Source: an optimization exercise on an open RTL-to-GDS flow (aim: small area, a short achievable clock period and few clock cycles). Production flows keep margins and buffers that such runs may drop. RTL that was checked went through simulation tests only; none was proved equivalent to the original. Power is estimated from default activity; no workload was simulated.

==> flow/design.v (excerpt) <==
module sdr_frame_tx (
    input  wire       clk,
    input  wire       rst,
    input  wire       in_valid,
    output wire       in_ready,
    input  wire [7:0] in_data,
    output wire       out_valid,
    input  wire       out_ready,
    output wire [7:0] out_data,
    output wire       done
);
    localparam [2:0]  T_NONE = 3'd0,    
                      T_TRAIN = 3'd1, T_START = 3'd2, T_DATA = 3'd3,
                      T_PARITY = 3'd4, T_END = 3'd5, T_DONE = 3'd6;
    function automatic [6:0] lfsr8(input [6:0] st);
        integer j;
        reg [6:0] r;
        begin
            r = st;
            for (j = 0; j < 8; j = j + 1)
                r = {r[0] ^ r[4], r[6:1]};
            lfsr8 = r;
        end
    endfunction
    function automatic [6:0] ham_enc(input [3:0] d);
        ham_enc = {d, d[3] ^ d[2] ^ d[0], d[3] ^ d[1] ^ d[0], d[2] ^ d[1] ^ d[0]};
    endfunction
    function automatic [31:0] crc_nib(input [31:0] r0, input [3:0] d);
        integer j;
        reg [31:0] r;
        begin
            r = r0 ^ {28'd0, d};
            for (j = 0; j < 4; j = j + 1)
                r = r[0] ? ((r >> 1) ^ 32'hEDB88320) : (r >> 1);
            crc_nib = r;
        end
    endfunction
    function automatic [7:0] eos_byte(input [3:0] j);
        case (j)
            4'd0, 4'd5: eos_byte = 8'h45;
            4'd1, 4'd6: eos_byte = 8'h4F;
            4'd2, 4'd7: eos_byte = 8'h53;
            4'd3, 4'd8: eos_byte = 8'h00;
            default:    eos_byte = 8'hFF;
        endcase
    endfunction
    reg  [95:0] br_q;      
    reg  [95:0] ar_q;      
    reg  [4:0]  ph_q;      
    reg  [31:0] crc_q;
    reg  [6:0]  ks_q;      
    reg  [5:0]  cur_q;     
    reg  [7:0]  od_q;      
    reg         ov_q;
    reg  [2:0]  ft_q;      
    reg  [1:0]  rep_q;
    reg  [2:0]  slot_q;
    reg  [7:0]  gid_q;
    reg         eos_q;     
    reg         eosm_q;    
    reg  [3:0]  fill_q;    
    reg         full_q;    
    reg         rdy_q;     
    reg         done_q;
    assign out_valid = ov_q;
    assign out_data  = od_q;
    assign in_ready  = rdy_q;
    assign done      = done_q;
    wire is_d = (ft_q == T_DATA);
  ...
Size: about 860 cells after synthesis, ~280 flip-flops, roughly 23 I/O pins.
export LEC_CHECK = 0
export CAP_MARGIN = 20
export CORE_MARGIN = 2
export CORE_UTILIZATION = 40
export SLEW_MARGIN = 20
create_clock -name core_clock -period 15.0 [get_ports {clk}]
standard.sh (not shown) runs the stock make flow with config.mk's settings and CLKGATE_MAP_FILE= SYNTH_SCRIPT=/design/flow/synth_recipe.tcl, a recipe that flattens the netlist after the stock synthesis.
==> flow/flow/run.sh <==
#!/bin/bash
# Standard layout, with timing repair aimed well below the 15 ns clock period
# (the constraints are unchanged; only repair_timing's setup margin grows).
set -euo pipefail
cd "$(dirname "$0")/.."
export SETUP_SLACK_MARGIN=11
bash standard.sh > standard_make.log 2>&1
==> next run, changes <==
--- a/flow/design.v
+++ b/flow/design.v
@@ -47,16 +47,18 @@
     reg  [95:0] br_q;      
     reg  [95:0] ar_q;      
     reg  [4:0]  ph_q;      
     reg  [31:0] crc_q;
     reg  [6:0]  ks_q;      
     reg  [5:0]  cur_q;     
     reg  [7:0]  od_q;      
     reg         ov_q;
+    reg  [7:0]  sk_q;      
+    reg         skv_q;
     reg  [2:0]  ft_q;      
     reg  [1:0]  rep_q;
     reg  [2:0]  slot_q;
     reg  [7:0]  gid_q;
     reg         eos_q;     
     reg         eosm_q;    
     reg  [3:0]  fill_q;    
     reg         full_q;    
@@ -66,20 +68,20 @@
     assign out_data  = od_q;
     assign in_ready  = rdy_q;
     assign done      = done_q;
     wire is_d = (ft_q == T_DATA);
     wire is_p = (ft_q == T_PARITY);
     wire pay  = (cur_q >= 6'd23) && (cur_q <= 6'd42);
     wire [5:0] pidx = cur_q - 6'd23;
     wire aligned = (ph_q == pidx[4:0]);
-    wire main_free = !ov_q || out_ready;
-    wire ld   = (ft_q != T_DONE) && !(ft_q == T_NONE && cur_q == 6'd20) && main_free &&
+    wire ld   = (ft_q != T_DONE) && !(ft_q == T_NONE && cur_q == 6'd20) && !skv_q &&
                 (!pay || aligned);
     wire take = in_valid && rdy_q;
+    wire main_free = !ov_q || out_ready;
     wire [3:0] onib = (is_d ? br_q[95:92] : 4'd0) | (is_p ? ar_q[95:92] : 4'd0);
     wire [3:0] cnib = ph_q[0] ? ((is_d ? br_q[3:0] : 4'd0) | (is_p ? ar_q[3:0] : 4'd0))
                               : ((is_d ? br_q[91:88] : 4'd0) | (is_p ? ar_q[91:88] : 4'd0));
     wire [31:0] crc_f = ~crc_q;
     wire [7:0]  key   = {ks_q[0], ks_q[1], ks_q[2], ks_q[3], ks_q[4], ks_q[5], ks_q[6],
                          ks_q[0] ^ ks_q[4]};
     wire        scr   = (cur_q >= 6'd20) && (cur_q <= 6'd46);
     reg [7:0] vb;
@@ -118,18 +120,20 @@
                  take ? in_data[7:4] : br_q[95:92]};
         ar_q <= {ar_q[91:0], upd ? ahead ^ br_q[95:92] : ar_q[95:92]};
         if (ld && !(cur_q >= 6'd43 && cur_q <= 6'd46))
             crc_q <= pay ? crc_nib(crc_q, cnib) : 32'hFFFFFFFF;
         if (ld)
             ks_q <= scr ? lfsr8(ks_q) : 7'h7F;
         if (rst)
             od_q <= 8'hAA;
-        else if (ld)
-            od_q <= fb;
+        else if (main_free)
+            od_q <= skv_q ? sk_q : fb;
+        if (ld && !main_free)
+            sk_q <= fb;
     end
     wire [4:0] ph_n   = (ph_q == 5'd23) ? 5'd0 : ph_q + 5'd1;
     wire [3:0] fill_n = take ? ((fill_q == 4'd9) ? 4'd0 : fill_q + 4'd1) : fill_q;
     wire       full_n = take ? (fill_q == 4'd9) : (full_q && !(upd && cur_q == 6'd42));
     always @(posedge clk) begin
         if (rst) begin
             ph_q   <= 5'd2;      
             cur_q  <= 6'd1;
@@ -137,25 +141,30 @@
             ft_q   <= T_TRAIN;
             rep_q  <= 2'd0;
             slot_q <= 3'd0;
             gid_q  <= 8'd1;
             eos_q  <= 1'b0;
             fill_q <= 4'd0;
             full_q <= 1'b0;
             rdy_q  <= 1'b0;
+            skv_q  <= 1'b0;
             done_q <= 1'b0;
         end else begin
             ph_q   <= ph_n;
             fill_q <= fill_n;
             full_q <= full_n;
             rdy_q  <= !full_n && (ph_n == {fill_n, 1'b0});
-            done_q <= (ft_q == T_DONE) && !ov_q;
+            done_q <= (ft_q == T_DONE) && !ov_q && !skv_q;
             if (main_free)
-                ov_q <= ld;
+                ov_q <= skv_q || ld;
+            if (skv_q)
+                skv_q <= !main_free;
+            else
+                skv_q <= ld && !main_free;
             if (ld)
                 cur_q <= (cur_q == 6'd47) ? 6'd0 : cur_q + 6'd1;
             if (ft_q == T_NONE && full_q) begin
                 if (eosm_q) begin
                     eos_q <= 1'b1;
                     ft_q  <= (slot_q != 3'd0) ? T_PARITY : T_END;
                 end else
                     ft_q  <= T_DATA;
After rerunning: The new run finished with timing, DRC and antenna clean; worst hold slack is about the same; sequential share of layout area came out higher by 2.4 points; synthesized cell count is higher by a few percent; total power goes up by a few percent; maximum frequency went up slightly.
No run of this note included a check of the RTL's function; only the layout flow was run.

* * *

## zinc
The RTL this note starts from:
==> flow/design.v <==
module sdr_frame_tx (
    input  wire       clk,
    input  wire       rst,
    input  wire       in_valid,
    output wire       in_ready,
    input  wire [7:0] in_data,
    output wire       out_valid,
    input  wire       out_ready,
    output wire [7:0] out_data,
    output wire       done
);
    localparam [2:0]  T_NONE = 3'd0,    
                      T_TRAIN = 3'd1, T_START = 3'd2, T_DATA = 3'd3,
                      T_PARITY = 3'd4, T_END = 3'd5, T_DONE = 3'd6;
    function automatic [6:0] lfsr8(input [6:0] st);
        integer j;
        reg [6:0] r;
        begin
            r = st;
            for (j = 0; j < 8; j = j + 1)
                r = {r[0] ^ r[4], r[6:1]};
            lfsr8 = r;
        end
    endfunction
    function automatic [6:0] ham_enc(input [3:0] d);
        ham_enc = {d, d[3] ^ d[2] ^ d[0], d[3] ^ d[1] ^ d[0], d[2] ^ d[1] ^ d[0]};
    endfunction
    function automatic [31:0] crc_nib(input [31:0] r0, input [3:0] d);
        integer j;
        reg [31:0] r;
        begin
            r = r0 ^ {28'd0, d};
            for (j = 0; j < 4; j = j + 1)
                r = r[0] ? ((r >> 1) ^ 32'hEDB88320) : (r >> 1);
            crc_nib = r;
        end
    endfunction
    function automatic [7:0] eos_byte(input [3:0] j);
        eos_byte = (j == 4'd0 || j == 4'd5) ? 8'h45 :
                   (j == 4'd1 || j == 4'd6) ? 8'h4F :
                   (j == 4'd2 || j == 4'd7) ? 8'h53 :
                   (j == 4'd3 || j == 4'd8) ? 8'h00 : 8'hFF;
    endfunction
    reg  [95:0] br_q;      
    reg  [95:0] ar_q;      
    reg  [4:0]  ph_q;      
    reg  [31:0] crc_q;
    reg  [6:0]  ks_q;      
    reg  [5:0]  cur_q;     
    reg  [7:0]  od_q;      
    reg         ov_q;
    reg  [2:0]  ft_q;      
    reg  [2:0]  slot_q;    
    reg         gini_q;    
    reg         eosm_q;    
    reg  [3:0]  fill_q;    
    reg         full_q;    
    reg         rdy_q;     
    reg         done_q;
    assign out_valid = ov_q;
    assign out_data  = od_q;
    assign in_ready  = rdy_q;
    assign done      = done_q;
    wire is_d = (ft_q == T_DATA);
    wire is_p = (ft_q == T_PARITY);
    wire pay  = (cur_q >= 6'd23) && (cur_q <= 6'd42);
    wire ring = (cur_q >= 6'd23) && (cur_q <= 6'd46);    
    wire [5:0] pidx = (cur_q >= 6'd23) ? cur_q - 6'd23 : cur_q + 6'd1;
    wire aligned = (ph_q == pidx[4:0]);
    wire [7:0] gid = br_q[95:88];     
    wire can  = (ft_q != T_DONE) && !(ft_q == T_NONE && cur_q == 6'd20) &&
                (cur_q < 6'd21 || cur_q > 6'd46 || aligned);
    wire main_free = !ov_q || out_ready;
    wire ld   = can && main_free;
    wire take = in_valid && rdy_q;
    wire [3:0] onib = (is_d ? br_q[95:92] : 4'd0) | (is_p ? ar_q[95:92] : 4'd0);
    wire [3:0] cnib = ph_q[0] ? ((is_d ? br_q[3:0] : 4'd0) | (is_p ? ar_q[3:0] : 4'd0))
                              : ((is_d ? br_q[91:88] : 4'd0) | (is_p ? ar_q[91:88] : 4'd0));
    wire [31:0] crc_f = ~crc_q;
    wire [7:0]  key   = {ks_q[0], ks_q[1], ks_q[2], ks_q[3], ks_q[4], ks_q[5], ks_q[6],
                         ks_q[0] ^ ks_q[4]};
    reg [7:0] vb;
    always @* begin
        vb = 8'h00;
        if (pay)
            vb = {1'b0, ham_enc(onib)};
        else case (cur_q)
            6'd20: vb = {5'd0, ft_q};
            6'd21: vb = (is_d || is_p) ? gid : 8'h00;
            6'd22: vb = {5'd0, is_p, 1'b0, 1'b0} | (is_d ? {5'd0, slot_q} : 8'h00);
            6'd43, 6'd44, 6'd45, 6'd46: vb = crc_f[31:24];
            default: vb = 8'h00;
        endcase
    end
    reg [7:0] fb;
    always @* begin
        if (ring)
            fb = key ^ vb;
        else if (cur_q == 6'd20)
            fb = 8'hFE ^ vb;
        else if (cur_q == 6'd21)
            fb = 8'h3B ^ vb;
        else if (cur_q == 6'd22)
            fb = 8'h14 ^ vb;
        else if (cur_q == 6'd47)
            fb = 8'h00;
        else if (cur_q[5:2] == 4'd4)
            fb = (cur_q[1:0] == 2'd0) ? 8'h1A : (cur_q[1:0] == 2'd1) ? 8'hCF :
                 (cur_q[1:0] == 2'd2) ? 8'hFC : 8'h1D;
        else
            fb = 8'hAA;
    end
    wire upd       = ld && pay && is_d;             
    wire frame_end = ld && (cur_q == 6'd47);
    wire       gw    = (ph_q == 5'd22) && (gini_q || (ld && is_p && cur_q == 6'd21));
    wire [7:0] gid_w = (gini_q || gid == 8'd255) ? 8'd1 : gid + 8'd1;
    wire [3:0] ahead = (slot_q != 3'd0) ? ar_q[95:92] : 4'd0;
    always @(posedge clk) begin
        br_q <= {take ? in_data[3:0] : gw ? gid_w[3:0] : br_q[91:88], br_q[87:0],
                 take ? in_data[7:4] : gw ? gid_w[7:4] : br_q[95:92]};
        ar_q <= {ar_q[91:0], upd ? ahead ^ br_q[95:92] : ar_q[95:92]};
        crc_q <= (ph_q < 5'd20) ? crc_nib(crc_q, cnib) : {crc_q[23:0], 8'hFF};
        ks_q <= (ph_q == 5'd23) ? 7'h7D : lfsr8(ks_q);
        if (rst)
            od_q <= 8'h00;
        else if (ld)
            od_q <= fb;
    end
    wire [4:0] ph_n   = (ph_q == 5'd23) ? 5'd0 : ph_q + 5'd1;
    wire [3:0] fill_n = take ? ((fill_q == 4'd9) ? 4'd0 : fill_q + 4'd1) : fill_q;
    wire       full_n = take ? (fill_q == 4'd9) : (full_q && !(ld && is_d && cur_q == 6'd46));
    always @(posedge clk) begin
        if (rst) begin
            ph_q   <= 5'd1;      
            cur_q  <= 6'd0;
            ov_q   <= 1'b0;
            ft_q   <= T_TRAIN;
            slot_q <= 3'd0;
            gini_q <= 1'b1;
            fill_q <= 4'd0;
            full_q <= 1'b0;
            rdy_q  <= 1'b0;
            done_q <= 1'b0;
        end else begin
            ph_q   <= ph_n;
            if (ph_q == 5'd22)
                gini_q <= 1'b0;
            fill_q <= fill_n;
            full_q <= full_n;
            rdy_q  <= !full_n && (ph_n == {fill_n, 1'b0});
            done_q <= (ft_q == T_DONE) && !ov_q;
            if (main_free)
                ov_q <= ld;
            if (ld)
                cur_q <= (cur_q == 6'd47) ? 6'd0 : cur_q + 6'd1;
            if (ft_q == T_NONE && full_q) begin
                if (eosm_q)
                    ft_q  <= (slot_q != 3'd0) ? T_PARITY : T_END;
                else
                    ft_q  <= T_DATA;
            end
            if (frame_end) begin
                case (ft_q)
                    T_TRAIN: begin
                        slot_q <= (slot_q == 3'd3) ? 3'd0 : slot_q + 3'd1;
                        if (slot_q == 3'd3) ft_q <= T_START;
                    end
                    T_START: begin
                        slot_q <= (slot_q == 3'd2) ? 3'd0 : slot_q + 3'd1;
                        if (slot_q == 3'd2) ft_q <= T_NONE;
                    end
                    T_DATA: begin
                        slot_q <= slot_q + 3'd1;
                        ft_q   <= (slot_q == 3'd3) ? T_PARITY : T_NONE;
                    end
                    T_PARITY: begin
                        slot_q <= 3'd0;
                        ft_q   <= T_NONE;    
                    end
                    default: begin
                        slot_q <= slot_q + 3'd1;
                        if (slot_q == 3'd2) ft_q <= T_DONE;
                    end
                endcase
            end
        end
    end
    always @(posedge clk)
        if (take)
            eosm_q <= (fill_q == 4'd0 || eosm_q) && (in_data == eos_byte(fill_q));
endmodule
Settings: LEC_CHECK=0, CAP_MARGIN=20, CORE_MARGIN=2, CORE_UTILIZATION=65, CTS_CLUSTER_DIAMETER=70, CTS_CLUSTER_SIZE=28, SLEW_MARGIN=20; clock period 15.0 ns.
==> flow/flow/run.sh <==
#!/bin/bash
# Standard layout (standard.sh's make command), with two changes that keep the
# constraints as they are:
#  - synthesis maps the logic with an area-oriented ABC script (area.abc);
#  - timing repair aims well below the 15 ns clock period (setup margin 11 ns).
set -euo pipefail
cd "$(dirname "$0")/.."
W=$(pwd)
export SETUP_SLACK_MARGIN=11
export AREA_ABC_SCRIPT=$W/flow/area.abc
export FLOW_SYNTH_TCL=$W/synth_recipe.tcl
sed "s#SYNTH_SCRIPT=[^ ]*synth_recipe.tcl#SYNTH_SCRIPT=$W/flow/area_synth.tcl#" standard.sh > area_standard.sh
grep -q "SYNTH_SCRIPT=$W/flow/area_synth.tcl" area_standard.sh
bash area_standard.sh > standard_make.log 2>&1
==> flow/flow/area.abc <==
&get -n
&st
&dch
&nf -R 1000 -p
&put
==> flow/flow/area_synth.tcl <==
# The standard flow's synthesis (synth_recipe.tcl, sourced unchanged), with only the ABC
# mapping script replaced by an area-oriented one (flow/area.abc). The
# registers, their names and cell types come out as in the standard
# synthesis; only the combinational mapping differs.
proc abc {args} {
  set i [lsearch $args -script]
  if {$i >= 0} {
    set args [lreplace $args [expr {$i + 1}] [expr {$i + 1}] $::env(AREA_ABC_SCRIPT)]
  }
  yosys abc {*}$args
}
source $::env(FLOW_SYNTH_TCL)
Testbench counts of zinc, summed over its fixed seeds: cycles 32,648.
Input changes introduced in raven (baseline for comparison: zinc):
--- a/flow/design.v
+++ b/flow/design.v
@@ -118,15 +118,13 @@
     always @(posedge clk) begin
         br_q <= {take ? in_data[3:0] : gw ? gid_w[3:0] : br_q[91:88], br_q[87:0],
                  take ? in_data[7:4] : gw ? gid_w[7:4] : br_q[95:92]};
         ar_q <= {ar_q[91:0], upd ? ahead ^ br_q[95:92] : ar_q[95:92]};
         crc_q <= (ph_q < 5'd20) ? crc_nib(crc_q, cnib) : {crc_q[23:0], 8'hFF};
         ks_q <= (ph_q == 5'd23) ? 7'h7D : lfsr8(ks_q);
-        if (rst)
-            od_q <= 8'h00;
-        else if (ld)
+        if (ld)
             od_q <= fb;
     end
     wire [4:0] ph_n   = (ph_q == 5'd23) ? 5'd0 : ph_q + 5'd1;
     wire [3:0] fill_n = take ? ((fill_q == 4'd9) ? 4'd0 : fill_q + 4'd1) : fill_q;
     wire       full_n = take ? (fill_q == 4'd9) : (full_q && !(ld && is_d && cur_q == 6'd46));
     always @(posedge clk) begin
==> comparison <==
Between raven and zinc, the proportion of power drawn by the clock network figures differ only marginally.
Taking zinc as the reference, in raven first-pass GRT wire length increased by about 1.5% relative to the old numbers, total area of multi-input combinational cells went down by about 3.3%.
Diff zinc -> raven: fmax shows a reduction of 1.4%; full die area shows a reduction of 42 um2; largest stage delay on the critical path shows an increase of 0.04 ns.
Of the two values seen for critical-path cell with the highest stage delay, sky130_fd_sc_hd__edfxtp_1 was produced by raven and sky130_fd_sc_hd__dfxtp_2 by zinc.
Relative to zinc, ratio of cells with drive above 1 in the final layout has gone down in raven.
Design area: zinc vs raven, no meaningful difference
The flow did not stop early for raven: all stages ran, and the layout cleared the timing, design-rule and antenna checks.
zinc was carried through to the last stage, and its layout satisfied the timing, design-rule and antenna checks.
Number of global-route vias before repair was lower in the run labelled raven.
| clock distribution area overhead in the final layout | zinc vs raven | ≈ equal |
Testbench counts of raven, summed over its fixed seeds: cycles 32,648.

## afterwards: timing with drivers on the ports
How much do the figures lean on ideal ports? The routed layouts below were timed once more, with nothing changed but the port constraints. Step 1: set_driving_cell puts a clkbuf_16 on clk and a buf_2 on each other input, an assumption about the parent block. Step 2 also shifts input and output timing later by t, the mid clock arrival at the registers, as if the neighbouring blocks saw the same clock. a / b / c = ideal / step 1 / step 2; a / b = the first two.
| run | shift t [ns] | setup slack, ns | clock arrival spread, ns |
|---|---|---|---|
| the first run of note 1 | 0.584 | 10.914 / 10.929 / 10.345 | 0.011 / 0.012 |
| the second run of note 1 | 0.578 | 10.990 / 10.946 / 10.462 | 0.014 / 0.014 |
| zinc | 0.521 | 11.051 / 11.007 / 10.597 | 0.019 / 0.020 |
| raven | 0.534 | 10.995 / 10.951 / 10.613 | 0.029 / 0.029 |
After both steps every run listed still meets setup and hold. The setup slack of the first run of note 1, which loses most, moves by +0.015 ns with the drivers and by -0.569 ns with both steps.
